Source: an optimization exercise on an open RTL-to-GDS flow (aim: small area). Production flows keep margins and buffers that such runs may drop. In this exercise RTL edits were held to simulation tests only and were not proved equivalent to the original. Power and IR drop assume default switching activity.

amber:
Design pinode_rx, start of the top module:
module pinode_rx #(
    parameter MAX_SLOTS = 256
) (
    input  wire        clk,
    input  wire        rst,
    input  wire        start,
    input  wire        start_thumb,
    input  wire        stream_fail,
    output wire        busy,
    output wire        done,
    output wire [1:0]  result,
    output wire [1:0]  err,
    input  wire        rx_valid,
    input  wire [7:0]  rx_data,
    input  wire        rx_timeout,
    output wire        rx_ready,
    output wire        tx_valid,
    output reg  [7:0]  tx_data,
    input  wire        tx_ready,
    output reg         pl_valid,
    output reg  [7:0]  pl_data,
    output reg         ev_valid,
    output reg  [3:0]  ev_status,
    output reg  [13:0] ev_index
);
export LEC_CHECK = 0
export CAP_MARGIN = 20
export CORE_MARGIN = 2
export CORE_UTILIZATION = 60
export SLEW_MARGIN = 20
create_clock -name core_clock -period 10.0 [get_ports {clk}]
standard.sh (not shown) runs the stock make flow with config.mk's settings and CLKGATE_MAP_FILE= SYNTH_SCRIPT=/design/flow/synth_recipe.tcl, a recipe that flattens the netlist after the stock synthesis.
==> flow/flow/run.sh <==
#!/bin/bash
# Own flow: the standard layout (standard.sh) with three changes:
#  - synthesis maps the logic with an area-oriented ABC script
#    (flow/abc_area.script); registers are mapped exactly as in the
#    standard synthesis, since ABC only sees the combinational logic;
#  - port buffers use the smallest buffer;
#  - the clock tree uses clkbuf_8 leaf clusters and no dummy loads.
set -e
cp -r "$FLOW_HOME/scripts" ./scripts_local
cp flow/abc_area.script ./scripts_local/abc_speed.script
export SCRIPTS_DIR="$PWD/scripts_local"
export BUFFER_PORTS_ARGS="-buffer_cell sky130_fd_sc_hd__buf_1"
export CTS_ARGS="-sink_clustering_enable -repair_clock_nets -sink_clustering_size 20 -sink_clustering_max_diameter 50 -buf_list sky130_fd_sc_hd__clkbuf_8 -dont_use_dummy_load"
bash standard.sh > standard.log 2>&1
==> flow/flow/abc_area.script <==
&get -n
&st
&syn2
&dch -f
&nf -R 1000 -p
&st
&syn2
&dch -f
&nf -R 1000 -p
&st
&syn2
&dch -f
&nf -R 1000 -p
&put
Changes in willow relative to amber:
diff --git a/flow/flow/run.sh b/flow/flow/run.sh
--- a/flow/flow/run.sh
+++ b/flow/flow/run.sh
@@ -12,3 +12,3 @@
 export BUFFER_PORTS_ARGS="-buffer_cell sky130_fd_sc_hd__buf_1"
-export CTS_ARGS="-sink_clustering_enable -repair_clock_nets -sink_clustering_size 20 -sink_clustering_max_diameter 50 -buf_list sky130_fd_sc_hd__clkbuf_8 -dont_use_dummy_load"
+export CTS_ARGS="-sink_clustering_enable -repair_clock_nets -sink_clustering_size 18 -sink_clustering_max_diameter 60 -buf_list sky130_fd_sc_hd__clkbuf_8 -dont_use_dummy_load"
 bash standard.sh > standard.log 2>&1
- Every run (willow and amber) finished clean.
- On global routing usage summed across all routing layers, willow tracks amber almost exactly.
- willow ends up with a detailed-route wire length that is 0.35% higher than in amber.
- willow and amber ended up with nearly the same number of nets in the final layout.

---

== job 4918 ==
pinode_rx, a different RTL version from the one above (not shown whole).
Size: ~810 cells after synthesis, roughly 60 I/O pins.
clock: 10.0 ns
lec_check: 0
cap_margin: 20
core_margin: 2
core_utilization: 60
place_density: 0.75
slew_margin: 20
==> flow/flow/run.sh <==
#!/bin/bash
# Own flow: the standard layout (standard.sh) with three changes:
#  - synthesis maps the logic with an area-oriented ABC script
#    (flow/abc_area.script); registers are mapped exactly as in the
#    standard synthesis, since ABC only sees the combinational logic;
#  - port buffers use the smallest buffer;
#  - the clock tree uses buf_6 buffers in clusters of up to 18 flip-flops
#    and no dummy loads.
set -e
cp -r "$FLOW_HOME/scripts" ./scripts_local
cp flow/abc_area.script ./scripts_local/abc_speed.script
export SCRIPTS_DIR="$PWD/scripts_local"
export BUFFER_PORTS_ARGS="-buffer_cell sky130_fd_sc_hd__buf_1"
export CTS_ARGS="-sink_clustering_enable -repair_clock_nets -sink_clustering_size 18 -sink_clustering_max_diameter 60 -buf_list sky130_fd_sc_hd__buf_6 -dont_use_dummy_load"
bash standard.sh > standard.log 2>&1
Scripts as last shown in full above: flow/flow/abc_area.script
The final layout from job 4918, which completed every stage, passed the timing, design-rule and antenna checks at the end of the flow.
## Diff of input files: job 1865 against job 4918
# job 4918
export LEC_CHECK = 0
export CAP_MARGIN = 20
export CORE_MARGIN = 2
export CORE_UTILIZATION = 60
export PLACE_DENSITY = 0.75
export SLEW_MARGIN = 20
create_clock -name core_clock -period 10.0 [get_ports {clk}]
# job 1865
export LEC_CHECK = 0
export CAP_MARGIN = 20
export CORE_MARGIN = 2
export CORE_UTILIZATION = 60
export SLEW_MARGIN = 20
create_clock -name core_clock -period 10.0 [get_ports {clk}]
diff --git a/flow/flow/run.sh b/flow/flow/run.sh
--- a/flow/flow/run.sh
+++ b/flow/flow/run.sh
@@ -7,2 +7 @@
-#  - the clock tree uses buf_6 buffers in clusters of up to 18 flip-flops
-#    and no dummy loads.
+#  - the clock tree uses clkbuf_8 leaf clusters and no dummy loads.
@@ -14 +13 @@
-export CTS_ARGS="-sink_clustering_enable -repair_clock_nets -sink_clustering_size 18 -sink_clustering_max_diameter 60 -buf_list sky130_fd_sc_hd__buf_6 -dont_use_dummy_load"
+export CTS_ARGS="-sink_clustering_enable -repair_clock_nets -sink_clustering_size 30 -sink_clustering_max_diameter 70 -buf_list "sky130_fd_sc_hd__buf_12" -dont_use_dummy_load"
## What came out
- On wire length: between job 1865 and job 4918, it ends up higher for job 1865.
- Compared job 4918 against job 1865; proportion of final cell area spent on non-clock buffers within noise.
- Placement-stage cell area essentially unchanged between job 1865 and job 4918.
- Between job 1865 and job 4918, it is job 1865 whose non-clock buffer count is higher, by about 1.7%.
- Diff job 4918 -> job 1865: number of buffers inserted during clock tree synthesis fell by 8; cell depth of the worst min-delay path level; proportion of total power due to net switching went down 0.60 points.
### job 1865 -> job 1863
diff --git a/flow/flow/run.sh b/flow/flow/run.sh
--- a/flow/flow/run.sh
+++ b/flow/flow/run.sh
@@ -13 +13 @@
-export CTS_ARGS="-sink_clustering_enable -repair_clock_nets -sink_clustering_size 30 -sink_clustering_max_diameter 70 -buf_list "sky130_fd_sc_hd__buf_12" -dont_use_dummy_load"
+export CTS_ARGS="-sink_clustering_enable -repair_clock_nets -sink_clustering_size 20 -sink_clustering_max_diameter 70 -buf_list sky130_fd_sc_hd__clkbuf_8 -dont_use_dummy_load"
Notes after the runs:
Of job 1863 and job 1865, it is job 1863 that has the lower fmax. Between job 1863 and job 1865, it is job 1863 whose portion of the clock cycle consumed by the worst path in the final layout is higher, by 1.6 points. Pin slew with the least headroom to its limit (lower): job 1863. Higher setup slack goes to job 1865 over job 1863. In the reports for job 1865 and job 1863, the larger clock period minus final worst setup slack belongs to job 1863. Changes observed in job 1863 relative to job 1865: area overhead of the layout relative to synthesis shows a reduction of 0.37 points; final cell utilization of the core went down. Global-route usage came out lower on job 1863 than on job 1865.

---

Setup of the previous run:
pinode_rx, a different RTL version from the one above (not shown whole).
Size in the first run: about 800 cells after synthesis, roughly 10000 um2 of cells after synthesis.
export LEC_CHECK = 0
export CAP_MARGIN = 20
export CORE_MARGIN = 2
export CORE_UTILIZATION = 60
export SLEW_MARGIN = 20
create_clock -name core_clock -period 10.0 [get_ports {clk}]
==> flow/flow/run.sh <==
#!/bin/bash
# Own flow: the standard layout (standard.sh) with three changes:
#  - synthesis maps the logic with an area-oriented ABC script
#    (flow/abc_area.script); registers are mapped exactly as in the
#    standard synthesis, since ABC only sees the combinational logic;
#  - port buffers use the smallest buffer;
#  - the clock tree uses clkbuf_8 leaf clusters and no dummy loads.
set -e
cp -r "$FLOW_HOME/scripts" ./scripts_local
cp flow/abc_area.script ./scripts_local/abc_speed.script
export SCRIPTS_DIR="$PWD/scripts_local"
export BUFFER_PORTS_ARGS="-buffer_cell sky130_fd_sc_hd__buf_1"
export CTS_ARGS="-sink_clustering_enable -repair_clock_nets -sink_clustering_size 18 -sink_clustering_max_diameter 60 -buf_list sky130_fd_sc_hd__clkbuf_8 -dont_use_dummy_load"
bash standard.sh > standard.log 2>&1
Scripts as last shown in full above: flow/flow/abc_area.script
The previous run ran to completion and came out clean on the timing, design-rule and antenna checks.
[inputs] the current run vs the previous run
# the previous run
export LEC_CHECK = 0
export CAP_MARGIN = 20
export CORE_MARGIN = 2
export CORE_UTILIZATION = 60
export SLEW_MARGIN = 20
create_clock -name core_clock -period 10.0 [get_ports {clk}]
# the current run
export LEC_CHECK = 0
export CAP_MARGIN = 20
export CORE_MARGIN = 2
export CORE_UTILIZATION = 75
export SLEW_MARGIN = 20
create_clock -name core_clock -period 10.0 [get_ports {clk}]
diff --git a/flow/flow/run.sh b/flow/flow/run.sh
--- a/flow/flow/run.sh
+++ b/flow/flow/run.sh
@@ -13 +13 @@
-export CTS_ARGS="-sink_clustering_enable -repair_clock_nets -sink_clustering_size 18 -sink_clustering_max_diameter 60 -buf_list sky130_fd_sc_hd__clkbuf_8 -dont_use_dummy_load"
+export CTS_ARGS="-sink_clustering_enable -repair_clock_nets -sink_clustering_size 22 -sink_clustering_max_diameter 45 -buf_list sky130_fd_sc_hd__clkbuf_8 -dont_use_dummy_load"
==> comparison <==
The current run and the previous run ended up with roughly the same maximum frequency.
Clock distribution area overhead in the final layout: the current run > the previous run
Combinational power in the current run is about 3% above the previous run.
Comparing the current run with the previous run, the combinational fraction of design power came out essentially unchanged.
Number of vias per cell after detailed routing: lower on the previous run
Higher clock latency reported for the late side of the worst-skew pair among the previous run and the current run: the current run
Looking at the previous run and the current run, the final instance area is a wash.
Worst setup slack: the current run lower than the previous run
Wire: the current run routes more than the previous run

---

Setup of north:
pinode_rx with an RTL version that a note above also has.
Size in the first run: roughly 850 cells after synthesis, roughly 350 flip-flops, about 60 I/O pins, roughly 11000 um^2 of cells after synthesis.
Settings: LEC_CHECK=0, CAP_MARGIN=20, CORE_MARGIN=2, CORE_UTILIZATION=60, CTS_BUF_LIST=sky130_fd_sc_hd__clkbuf_8, CTS_CLUSTER_DIAMETER=60, CTS_CLUSTER_SIZE=18, SLEW_MARGIN=20; clock period 10.0 ns.
run.sh (not shown) runs the stock make flow with config.mk's settings and CLKGATE_MAP_FILE= SYNTH_SCRIPT=/design/flow/synth_recipe.tcl, a recipe that flattens the netlist after the stock synthesis.
Stock flow here: none of the scripts above is used.
Edits applied to the flow inputs when going from north to south:
Settings: a deleted CTS_CLUSTER_DIAMETER that had been 60; a deleted CTS_CLUSTER_SIZE that had been 18; a deleted CTS_BUF_LIST that had been sky130_fd_sc_hd__clkbuf_8.
==> flow/flow/run.sh (new file) <==
#!/bin/bash
# Own flow: the standard layout (standard.sh) with three changes:
#  - synthesis maps the logic with an area-oriented ABC script
#    (flow/abc_area.script); registers are mapped exactly as in the
#    standard synthesis, since ABC only sees the combinational logic;
#  - port buffers use the smallest buffer;
#  - the clock tree uses buf_6 buffers in clusters of up to 18 flip-flops
#    and no dummy loads.
set -e
cp -r "$FLOW_HOME/scripts" ./scripts_local
cp flow/abc_area.script ./scripts_local/abc_speed.script
export SCRIPTS_DIR="$PWD/scripts_local"
export BUFFER_PORTS_ARGS="-buffer_cell sky130_fd_sc_hd__buf_1"
export CTS_ARGS="-sink_clustering_enable -repair_clock_nets -sink_clustering_size 18 -sink_clustering_max_diameter 60 -buf_list sky130_fd_sc_hd__buf_6 -dont_use_dummy_load"
bash standard.sh > standard.log 2>&1
==> flow/flow/abc_area.script (new file) <==
&get -n
&st
&syn2
&dch -f
&nf -R 1000 -p
&st
&syn2
&dch -f
&nf -R 1000 -p
&st
&syn2
&dch -f
&nf -R 1000 -p
&put
==> flow/standard.sh (new file) <==
#!/bin/bash
# synth_recipe.tcl (not shown) runs the flow's synth.tcl, then flattens the netlist and writes it again
# the make line also repeats each setting of config.mk as NAME=value (left out here)
make -C /OpenROAD-flow-scripts/flow DESIGN_CONFIG=/design/flow/config.mk WORK_HOME=/design/flow/orfs CLKGATE_MAP_FILE= SYNTH_SCRIPT=/design/flow/synth_recipe.tcl "${@:-finish}"
removed: flow/run.sh
--- outcome ---
- First-pass GRT wire length in south is about 3.7% lower than in north
- In south, worst-case setup margin in the final layout is higher than in north.
- Logic depth of the worst setup path including buffers, north and south, higher one = south.
Inputs modified between south and east:
-- flow/flow/run.sh --
<<< south, line 7
#  - the clock tree uses buf_6 buffers in clusters of up to 18 flip-flops
#    and no dummy loads.
>>> east, line 7
#  - the clock tree uses clkbuf_8 leaf clusters and no dummy loads.
<<< south, line 14
export CTS_ARGS="-sink_clustering_enable -repair_clock_nets -sink_clustering_size 18 -sink_clustering_max_diameter 60 -buf_list sky130_fd_sc_hd__buf_6 -dont_use_dummy_load"
>>> east, line 13
export CTS_ARGS="-sink_clustering_enable -repair_clock_nets -sink_clustering_size 18 -sink_clustering_max_diameter 60 -buf_list "sky130_fd_sc_hd__buf_6" -dont_use_dummy_load"
==> summary.txt <==
Diff east..south | area of the mapped netlist | unchanged. Diff east..south | post-route minimum period | unchanged. Any difference in relative contribution of the clock network to total power between south and east is small enough to ignore. As far as worst path setup slack after routing goes, south and east are indistinguishable; the numbers are identical. Post-synthesis instance total came out exactly the same in south and east. Compared with south, in east die area shows no meaningful change; setup fix buffers added after clock tree synthesis did not really move; combinational share of power essentially unchanged; non-clock buffer contribution to total cell area comparable. Detailed route wirelength on metal2 came out exactly the same in south and east. From east to south, final setup TNS did not move at all.

[separate check: timing with driven ports]
How much do the figures lean on ideal ports? The routed layouts below were timed once more, with nothing changed but the port constraints.
Step 1 sets driving cells, clkbuf_16 on the clock port and buf_2 on the other inputs (assumed; they add their load-dependent delay and slew).
Step 2 moves the port delays by t, midway between the first and last clock arrival at a register: inputs arrive t later, outputs are due t later. That takes back most of the time a late clock gives input paths.
Slacks: no drivers / after step 1 / after step 2; pairs: no drivers / after step 1.
| run | t, ns | setup WS [ns] | hold slack, ns | slew at the worst register clock pin (ns) |
|---|---|---|---|---|
| amber | 0.569 | 5.143 / 5.105 / 5.018 | 0.279 / 0.279 / 0.279 | 0.11 / 0.11 |
| willow | 0.556 | 5.164 / 5.128 / 5.081 | 0.290 / 0.290 / 0.290 | 0.11 / 0.11 |
| job 4918 | 0.518 | 4.924 / 4.884 / 5.403 | 0.297 / 0.297 / 0.297 | 0.12 / 0.12 |
| job 1865 | 0.455 | 5.131 / 5.085 / 5.540 | 0.271 / 0.271 / 0.271 | 0.11 / 0.11 |
| job 1863 | 0.569 | 4.976 / 4.936 / 5.505 | 0.290 / 0.290 / 0.290 | 0.12 / 0.12 |
| the previous run | 0.565 | 4.934 / 4.894 / 5.459 | 0.320 / 0.320 / 0.320 | 0.11 / 0.11 |
| the current run | 0.582 | 4.928 / 4.891 / 5.426 | 0.267 / 0.267 / 0.267 | 0.12 / 0.12 |
| north | 0.587 | 4.349 / 4.310 / 4.896 | 0.321 / 0.321 / 0.321 | 0.12 / 0.12 |
| south | 0.512 | 5.068 / 5.025 / 5.537 | 0.311 / 0.311 / 0.311 | 0.11 / 0.11 |
| east | 0.512 | 5.068 / 5.025 / 5.537 | 0.311 / 0.311 / 0.311 | 0.11 / 0.11 |
After both steps every run listed still meets setup and hold. The setup slack of amber, which loses most, moves by -0.038 ns with the drivers and by -0.125 ns with both steps.
